Context: an optimization exercise on an open-source flow, tuned for small area and a short achievable clock period. The choices shown serve that exercise and are no tape-out recipe.
The RTL was checked by simulation tests, not by an equivalence proof against the original design.
Power and IR drop assume default switching activity.

## flow/design.v (module list and top-level ports; edited modules follow where they fit)
// module pipe5_core: 1115 lines
// module fa3: 4 lines
// module bpp: 4 lines
// module zmask: 3 lines
// module rbit: 3 lines
module pipe5_core (
    input  wire        clk,
    input  wire        rst,
    output wire        imem_en,
    output wire [9:0]  imem_addr,
    input  wire [31:0] imem_data,
    output wire        dmem_req,
    output wire        dmem_we,
    output wire [19:0] dmem_addr,
    output wire [31:0] dmem_wdata,
    input  wire        dmem_ready,
    input  wire [31:0] dmem_rdata,
    output wire        retire,
    output wire        wb_we,
    output wire [3:0]  wb_rd,
    output wire [31:0] wb_data,
    output wire        halted
);
  // ...
==> flow/flow/run.sh <==
#!/bin/bash
# Layout: the standard flow with these changes:
# - after the standard synthesis, every combinational cell is set to the
#   smallest drive of its family (flow/downsize.py; the logic is unchanged,
#   flip-flops are untouched); timing repair later upsizes what needs it;
# - the input and output ports are buffered with sky130_fd_sc_hd__buf_2
#   cells instead of the clkdlybuf4s50_1 delay cells that buffer_ports picks
#   by default (every port still gets its own buffer);
# - timing repair aims for 6 ns of setup slack at the design's period
#   (config.mk's SETUP_SLACK_MARGIN stops at 5).
# The clock, its period and the I/O constraints are the standard flow's, unchanged.
# Logs: synth.log, downsize.log and standard.log here, and each ORFS step's
# log under orfs/logs.
set -euo pipefail
ARGS=("BUFFER_PORTS_ARGS=-buffer_cell sky130_fd_sc_hd__buf_2" SETUP_SLACK_MARGIN=6)
bash standard.sh "${ARGS[@]}" synth > synth.log 2>&1
R=$PWD/orfs/results/$FLOW_PLATFORM/pipe5_core/base
cp "$R/1_2_yosys.v" "$R/1_2_yosys.std.v"
python3 flow/downsize.py "$FLOW_HOME/platforms/$FLOW_PLATFORM/lib/sky130_fd_sc_hd__tt_025C_1v80.lib" "$R/1_2_yosys.v" > downsize.log 2>&1
rm -f "$R/1_synth.odb" "$R/1_synth.sdc"
bash standard.sh "${ARGS[@]}" finish > standard.log 2>&1
==> flow/flow/downsize.py <==
#!/usr/bin/env python3
# Rewrites the synthesized netlist so that every combinational cell is the
# smallest-area cell of its family (same function and pins, e.g. a22oi_2 ->
# a22oi_1). Flip-flops, latches and tie cells are left alone. Timing repair
# later upsizes the cells that need it.
# usage: downsize.py LIB NETLIST
import re, sys
lib, net = sys.argv[1], sys.argv[2]
t = open(lib).read()
area = {}
for m in re.finditer(r'cell \("(sky130_fd_sc_hd__\w+)"\)', t):
    a = re.search(r'area\s*:\s*([\d.]+)', t[m.end():m.end() + 20000])
    if a:
        area[m.group(1)] = float(a.group(1))
fam = {}
for c in area:
    m = re.match(r'(.*)_(\d+)$', c)
    if m:
        fam.setdefault(m.group(1), []).append(c)
keep = re.compile(r'sky130_fd_sc_hd__(e?dfx|dfr|dfs|dfb|sdf|sedf|dl|conb|lpflow|tap|fill|decap|probe|clk)')
v = open(net).read()
out = []
changed = 0
for line in v.split('\n'):
    m = re.match(r'^(\s*)(sky130_fd_sc_hd__\w+)(\s.*)$', line)
    if m:
        c = m.group(2)
        f = re.match(r'(.*)_(\d+)$', c)
        if not keep.match(c) and f and f.group(1) in fam:
            best = min(fam[f.group(1)], key=lambda x: (area[x], x))
            if area[best] < area[c]:
                line = m.group(1) + best + m.group(3)
                changed += 1
    out.append(line)
open(net, 'w').write('\n'.join(out))
print(f"downsize: {changed} cells changed")
==> flow/standard.sh <==
#!/bin/bash
# synth_recipe.tcl (not shown) runs the flow's synth.tcl, then flattens the netlist and writes it again
# the make line also repeats each setting of config.mk as NAME=value (left out here)
make -C /OpenROAD-flow-scripts/flow DESIGN_CONFIG=/design/flow/config.mk WORK_HOME=/design/flow/orfs CLKGATE_MAP_FILE= SYNTH_SCRIPT=/design/flow/synth_recipe.tcl "${@:-finish}"
==> flow/config.mk <==
export PLATFORM = sky130hd
export DESIGN_NAME = pipe5_core
export DESIGN_NICKNAME = pipe5_core
export VERILOG_FILES = /design/flow/design.v
export SDC_FILE = /design/flow/constraint.sdc
export NUM_CORES = 4
export LEC_CHECK = 0
export CAP_MARGIN = 20
export CORE_MARGIN = 2
export CORE_UTILIZATION = 45
export CTS_BUF_LIST = sky130_fd_sc_hd__clkbuf_8
export CTS_CLUSTER_SIZE = 24
export PLACE_DENSITY = 0.65
export SETUP_SLACK_MARGIN = 5
export SLEW_MARGIN = 20
export SYNTH_HIERARCHICAL = 1
==> flow/constraint.sdc <==
create_clock -name core_clock -period 11.0 [get_ports {clk}]
set_input_delay 2.2000 -clock core_clock [delete_from_list [all_inputs] [get_ports {clk}]]
set_output_delay 2.2000 -clock core_clock [all_outputs]
set_load 0.01 [all_outputs]
==> results.yml, run 1 <==
status:
  status: "finished clean"
grt:
  use_met2: 0.543
  grt_pass1_vias: 43500
  antenna_found_initial: 14
  overflow: 0
min_path:
  hp-class: "flop to flop"
  min_from: "mem_sw"
timing:
  worst_hold_slack_ns: 0.452
  finalCriticalPeriod_ns: 5.60
  finalSetupTns_ns: 0
critical_path:
  crit_arrival_ns: 6.34
  reg2reg_from: "id_ir[13]"
  endpoint_kind: "flop"
clock_network:
  clockBufferDepth: 3
  h-tree-depth: 4
  hold_buffers: 0
  insertion_delay_ns: 0.86
  cts_buffers: 130
final_layout:
  largest_register: "x"
  syn2layout_area_growth_pct: 20.4
  seq_area_um2: 20500
  final_nets: 5333
  nonClkBufAreaFrac: 0.0769
  buffers: 548
  largest_register_ffs: 448
power:
  swShare: 0.434
  power_clock_uw: 2560
die:
  row_count: 121
placed_design:
  place_congestion: 0.966
==> run 2: changes to the inputs <==
--- a/flow/design.v
+++ b/flow/design.v
@@ -79,21 +79,20 @@
             wire [14:0] col = {x[15][gb], x[14][gb], x[13][gb], x[12][gb], x[11][gb],
                                x[10][gb], x[9][gb], x[8][gb], x[7][gb], x[6][gb],
                                x[5][gb], x[4][gb], x[3][gb], x[2][gb], id_imm[gb]};
             rbit u_ra (.d(col), .s(sel_a[15:1]), .o(op_a[gb]));
             rbit u_rb (.d(col), .s(sel_b[15:1]), .o(op_b[gb]));
             rbit u_rd (.d(col), .s(sel_d[15:1]), .o(op_d[gb]));
         end
     endgenerate
-    wire        id_br  = id_op >= OP_BEQ && id_op <= OP_BGE;
-    wire        id_inv = id_op == OP_SUB || id_br;
+    wire        id_inv = id_op == OP_SUB;
     wire [31:0] id_sum = op_a + (op_b ^ {32{id_inv}}) + {31'd0, id_inv};
     wire        br_eq  = op_a == op_b;
-    wire        br_lt  = (op_a[31] ^ op_b[31]) ? op_a[31] : id_sum[31];
+    wire        br_lt  = $signed(op_a) < $signed(op_b);
     reg taken;
     always @(*) begin
         case (id_op)
             OP_BEQ:  taken = br_eq;
             OP_BNE:  taken = !br_eq;
             OP_BLT:  taken = br_lt;
             OP_BGT:  taken = !br_lt && !br_eq;
             OP_BLE:  taken = br_lt || br_eq;
@@ -1095,17 +1094,17 @@
                     ex_dest <= id_dest_v;
                     ex_lw   <= id_v && id_op == OP_LW;
                     ex_sw   <= id_v && id_op == OP_SW;
                     ex_halt <= id_v && id_op == OP_HALT;
                     id_v    <= fetch_en;
                 end
             end
             if (fetch_en) begin
-                pc         <= redir_valid ? redir_tgt : pc_inc;
+                pc         <= redir_now ? op_d[9:0] : redir_pend ? redir_tgt_q : pc_inc;
                 redir_pend <= 1'b0;
             end else begin
                 redir_pend  <= redir_valid;
                 redir_tgt_q <= redir_tgt;
             end
             if (halt_now)
                 stop_fetch <= 1'b1;
             if (wb_halt)
==> results.yml, run 2 <==
drt:
  drc: 0
  vias: 45400
  drt-total-wl_um: 210000
  wl_per_cell_um: 32.3
  drtAntennaViolNets: 0
  drt_iter0_markers: 7783
  firstDrtPassIters: 11
  routed_via_density: 6.98
critical_path:
  path_buf_inv: 1
  ff2ff_path_depth: 16
  crit_arrival_ns: 5.78
  reg2reg_from: "eb[25]"
  endpoint_kind: "flop"
  crit_fanout: 6
  path_cells: "buf_6 > xor2_4 > a22oi_2 > xnor2_2 > fa_1 > fa_1 > fa_1 > fa_2 > fa_1 > fa_2 > xor2_2 > xnor2_2 > xnor2_1 > xnor2_1 > xnor2_1 > a21oi_1"
  r2r-end: "ms[31]"
  worst_path_largest_cell_delay_ns: 0.57
  crit_family: "adder cells"
  startpoint_type: "flop"
  cpMaxStageDelayCell: "fa_1"
  critPathRequiredTime_ns: 11.56
  critPathKind: "flop to flop"
  reg2reg_setup_slack_ns: 5.78
  timing.critical_path.mode_cell: "fa_1"
clock_network:
  cts_num_sinks: 711
  cts_tree: "built"
  insertion_delay_ns: 0.87
  path_clk_slew_ns: 0.07
  clockRootBuffer: "clkbuf_8"
  h-tree-depth: 4
  hold_buffers: 0
  clockBufferDepth: 3
  cts_buffers: 130
timing:
  worst_hold_slack_ns: 0.436
  max_freq_mhz: 192
  finalSetupTns_ns: 0
  slew_violations: 0
  min_period_over_period: 0.474
  fin_skew_ns: 0.0578
  hold_violations: 0
  rsz0062_at_grt: "true"
  relSlewSlack: 0.211
  finalCriticalPeriod_ns: 5.22
  final-setup-viol-count: 0
  worst_pin_slew_ns: 1.18
die:
  row_count: 121
  die_h_um: 336
  coreArea_um2: 109000
  start_util: 0.455
  ioPinCount: 171
  dieArea_um2: 113000
  die_w_um: 336
min_path:
  holdPathEnd: "mem_halt"
  min_from: "ex_halt"
  hp-class: "flop to flop"
  holdPathStages: 2
placed_design:
  portBuffers: 170
  hpwlAfterDp_um: 130000
  place_congestion: 0.996
synth:
  synth_cells: 4480
  yosysWarnings: 8
  syn_area_um2: 49700
  synth.avg_cell_area_um2: 11.1
grt:
  overflow: 0
  antenna_found_initial: 12
  grt_pass1_vias: 43300
  grt_max_degree: 73
  track_usage: 0.359
  grt_pass1_wl_um: 295000
power:
  finalPower_uw: 17500
  p_int_uw: 9760
  peakVddDrop_uv: 926
  pwr-share-seq: 0.223
  p_clk_frac: 0.144
  comb_power_share: 0.633
  p_sw_uw: 7700
  power_density_nw_per_um2: 301
  power.leakage_uw: 0.0213
  swShare: 0.441
final_layout:
  largest_register: "x"
  syn2layout_area_growth_pct: 16.8
  seq_area_um2: 20500
  largest_register_ffs: 448
  multi_input_area_um2: 29100
  layout_common_cells: "a22oi_1, edfxtp_1, xnor2_1"
  layout-drive-gt1-share: 0.175
  final_nets: 5373
  nFillCells: 9593
  final_common_cell: "a22oi_1"
run:
  cap_violations: 0
status:
  status: "finished clean"
run 2: how the worst max path moves through the flow:
stage	from	endpoint	slack, ns	cells past startpoint
after floorplan	eb[1]	ms[31]	4.55	15
after global placement	dmem_ready	imem_en	4.32	7
after detailed placement	dmem_ready	imem_en	4.31	7
after CTS	eb[25]	ms[31]	5.89	16
after global routing	eb[25]	ms[31]	5.62	16
final	eb[25]	ms[31]	5.78	16
run 2: power groups by stage:
stage | clock network (uW) | registers, uW | logic (uW)
global placement | 0 | 3920 | 10000
CTS | 2540 | 3880 | 10500
finish | 2510 | 3900 | 11000
floorplan | 0 | 3880 | 7180
global route | 2660 | 3930 | 12000
detailed placement | 0 | 3940 | 10200
run 2: through the flow:
stage                     setup WS [ns]   util  cells  instance area, um2
final                              5.78  0.532   6501               58000
after global routing               5.62  0.532   6497               58000
after CTS                          5.89  0.524   6426               57100
after detailed placement           4.31  0.489   6112               53400
after floorplan                    4.55      -   4495               50100
after global placement             4.32  0.489   6112               53400
run 2: layout make-up:
| class | instances | area share |
|---|---|---|
| clock buffers | 135 | 0.0320 |
| well taps | 1476 | 0.0318 |
| diodes | 6 | 0.000259 |
| repair inverters | 4 | 0.000539 |
| flip-flops and latches | 711 | 0.354 |
| multi-input cells | 3466 | 0.501 |
| repair buffers | 457 | 0.0596 |
| inverters | 151 | 0.0101 |
| clock inverters | 95 | 0.0111 |
run 2: timing repair:
item                       CTS  global route
cloned                       8             3
buffers inserted            76            66
resized for setup          103            78
setup endpoints to repair   61            45
pin swaps                   30            51
run 2: metal layers:
metal  GRT usage  wire length [um]  vias to the layer above
met3       0.118             27700                     1001
met2       0.552             92900                     3679
met4       0.250             17000                        8
li1            -                 -                    18800
met1       0.425             72100                    21900
met5     0.00723                46                        -
run 2: worst reg2reg max path, delay by kind of cell (launching register included):
family,cells,cell delay (ns)
AOI/OAI and AO/OA,2,0.33
xor gates and xnor gates,7,1.13
adders and majority gates,6,2.74
buffers and inverters,1,0.20
DFF,1,0.54
==> run 3: changes to the inputs <==
--- a/flow/flow/run.sh
+++ b/flow/flow/run.sh
@@ -9,3 +9,4 @@
 # - timing repair aims for 6 ns of setup slack at the design's period
-#   (config.mk's SETUP_SLACK_MARGIN stops at 5).
+#   (config.mk's SETUP_SLACK_MARGIN stops at 5);
+# - clock tree synthesis does not add dummy loads.
 # The clock, its period and the I/O constraints are the standard flow's, unchanged.
@@ -14,3 +15,4 @@
 set -euo pipefail
-ARGS=("BUFFER_PORTS_ARGS=-buffer_cell sky130_fd_sc_hd__buf_2" SETUP_SLACK_MARGIN=6)
+ARGS=("BUFFER_PORTS_ARGS=-buffer_cell sky130_fd_sc_hd__buf_2" SETUP_SLACK_MARGIN=6
+      "CTS_ARGS=-sink_clustering_enable -repair_clock_nets -dont_use_dummy_load")
 bash standard.sh "${ARGS[@]}" synth > synth.log 2>&1
--- a/flow/config.mk
+++ b/flow/config.mk
@@ -10,4 +10,2 @@
 export CORE_UTILIZATION = 45
-export CTS_BUF_LIST = sky130_fd_sc_hd__clkbuf_8
-export CTS_CLUSTER_SIZE = 24
 export PLACE_DENSITY = 0.65
==> results.yml, run 3 <==
status:
  status: "finished clean"
timing:
  relSlewSlack: 0.211
  final-setup-viol-count: 0
  hold_violations: 0
  finalSetupTns_ns: 0
  worst_hold_slack_ns: 0.452
  worst_pin_slew_ns: 1.18
  fin_skew_ns: 0.105
  min_period_over_period: 0.478
  slew_violations: 0
  rsz0062_at_grt: "true"
  max_freq_mhz: 190
  finalCriticalPeriod_ns: 5.26
clock_network:
  h-tree-depth: 3
  clockRootBuffer: "clkbuf_16"
  insertion_delay_ns: 0.68
  cts_tree: "built"
  cts_buffers: 79
  clockBufferDepth: 3
  path_clk_slew_ns: 0.06
  cts_num_sinks: 711
drt:
  vias: 45200
  drc: 0
  firstDrtPassIters: 14
  wl_met3_um: 27800
  wl_per_cell_um: 32.8
  m1WireLength_um: 72000
  routed_via_density: 7.09
  drt-total-wl_um: 209000
  drt_iter0_markers: 7488
  drtAntennaViolNets: 0
  top_layer: "met5"
  wl_met2_um: 92600
final_layout:
  syn2layout_area_growth_pct: 16.4
  largest_register: "x"
  nFillCells: 9485
  largest_register_ffs: 448
  final_common_cell: "a22oi_1"
  layout-drive-gt1-share: 0.171
  final_nets: 5349
  layout_common_cells: "a22oi_1, edfxtp_1, xnor2_1"
critical_path:
  cpMaxStageDelayCell: "fa_1"
  worst_path_largest_cell_delay_ns: 0.53
  critPathKind: "flop to flop"
  crit_fanout: 6
  endpoint_kind: "flop"
  endpoint: "ms[31]"
  crit_arrival_ns: 5.62
  reg2reg_setup_slack_ns: 5.74
  worstSetupStartpoint: "eb[19]"
  critPathRequiredTime_ns: 11.37
  startpoint_type: "flop"
  path_cells: "buf_12 > inv_1 > nand3_1 > o21ai_0 > buf_4 > a22oi_2 > xnor2_2 > fa_2 > fa_1 > fa_1 > fa_2 > fa_1 > fa_2 > xor2_2 > xnor2_2 > xnor2_1 > xnor2_1 > xnor2_1 > a21oi_1"
  reg2reg_from: "eb[19]"
  ff2ff_path_depth: 19
  r2r-end: "ms[31]"
placed_design:
  place_congestion: 0.996
  portBuffers: 170
  hpwlAfterDp_um: 130000
synth:
  syn_area_um2: 49700
  synth_cells: 4480
  yosysWarnings: 8
  synth.avg_cell_area_um2: 11.1
power:
  pwr-share-seq: 0.224
  power.leakage_uw: 0.0210
  p_clk_frac: 0.131
  comb_power_share: 0.645
  swShare: 0.435
  p_int_uw: 9840
  p_sw_uw: 7570
  power_density_nw_per_um2: 301
  peakVddDrop_uv: 925
min_path:
  hp-class: "flop to flop"
die:
  die_h_um: 336
  ioPinCount: 171
  start_util: 0.455
  dieArea_um2: 113000
  row_count: 121
  coreArea_um2: 109000
  die_w_um: 336
grt:
  antenna_found_initial: 11
  grt_pass1_vias: 42600
  grt_max_degree: 73
  grt_pass1_wl_um: 292000
  track_usage: 0.355
  overflow: 0
run:
  cap_violations: 0
[run 3: what timing repair did]
item,in CTS,in global routing
setup endpoints to repair,61,46
gates cloned,8,7
hold buffers,0,0
resized for setup,101,108
buffers inserted,81,84
pin swaps,34,83
[run 3: worst min path at each step]
stage	startpoint	endpoint	cells past startpoint
after detailed placement	mem_halt	wb_halt	1
final	mem_halt	mem_halt	2
after global routing	mem_v	mem_v	2
after CTS	mem_v	mem_v	2
after floorplan	mem_halt	mem_halt	2
after global placement	mem_v	mem_v	2
[run 3: metal layers]
| metal | GRT usage | up-vias |
|---|---|---|
| li1 | - | 18700 |
| met1 | 0.429 | 21800 |
| met2 | 0.555 | 3687 |
| met3 | 0.105 | 993 |
| met4 | 0.226 | 8 |
| met5 | 0 | - |
[run 3: power by group through the flow]
stage	clock network [uW]	registers [uW]	logic [uW]
3_5_place_dp	0	3940	10200
4_1_cts	2300	3880	10500
2_1_floorplan	0	3880	7180
3_3_place_gp	0	3920	10000
6_report	2280	3900	11200
5_1_grt	2400	3930	12200
[run 3: critical path: cells and delay by family (launching register included)]
family,cells,cell delay [ns]
flip-flops,1,0.43
buffers and inverters,3,0.46
adder cells (fa/ha/maj),6,2.70
AND/OR/NAND/NOR,1,0.07
XOR/XNOR,6,1.03
AO/OA/AOI/OAI,3,0.27
[run 3: area by class of cell]
cell class / count / area [um2] / area share
clock buffer: 79 / 1980 / 0.0342
timing repair buffer: 484 / 3730 / 0.0644
tap: 1476 / 1850 / 0.0319
inverter: 151 / 587 / 0.0101
multi-input combinational: 3466 / 29200 / 0.504
timing repair inverter: 4 / 31.3 / 0.000541
sequential: 711 / 20500 / 0.355
antenna: 6 / 15.0 / 0.000259
[run 3: per-stage QoR]
step | cell area, um2 | utilization | std cells | total power, uW | setup slack [ns]
floorplan | 50100 | - | 4495 | 11100 | 4.55
global placement | 53400 | 0.489 | 6112 | 13900 | 4.32
detailed placement | 53400 | 0.489 | 6112 | 14100 | 4.31
CTS | 56600 | 0.519 | 6280 | 16700 | 5.87
global route | 57900 | 0.530 | 6373 | 18500 | 5.58
finish | 57900 | 0.530 | 6377 | 17400 | 5.74

## re-timing with driven ports
The flow's constraints put no driver on any port. The routed layouts listed below were extracted and timed again, unchanged, in two steps.
Step 1, drivers: a clkbuf_16 drives clk and a buf_2 each remaining input, both assumed.
Step 2 moves the port delays by t, midway between the first and last clock arrival at a register: inputs arrive t later, outputs are due t later. That takes back most of the time a late clock gives input paths.
Slacks: ideal / step 1 / step 2; pairs: ideal / step 1.
| run | shift t [ns] | setup WS [ns] | clock arrival spread, ns | worst register clock-pin slew, ns | pins driven straight from the clock port |
|---|---|---|---|---|---|
| run 1 | 0.911 | 5.402 / 5.402 / 5.402 | 0.054 / 0.055 | 0.07 / 0.07 | 1 |
| run 2 | 0.909 | 5.781 / 5.781 / 5.781 | 0.069 / 0.069 | 0.08 / 0.08 | 1 |
| run 3 | 0.698 | 5.744 / 5.744 / 5.744 | 0.106 / 0.105 | 0.07 / 0.07 | 1 |
After both steps setup and hold are still met in every run listed.
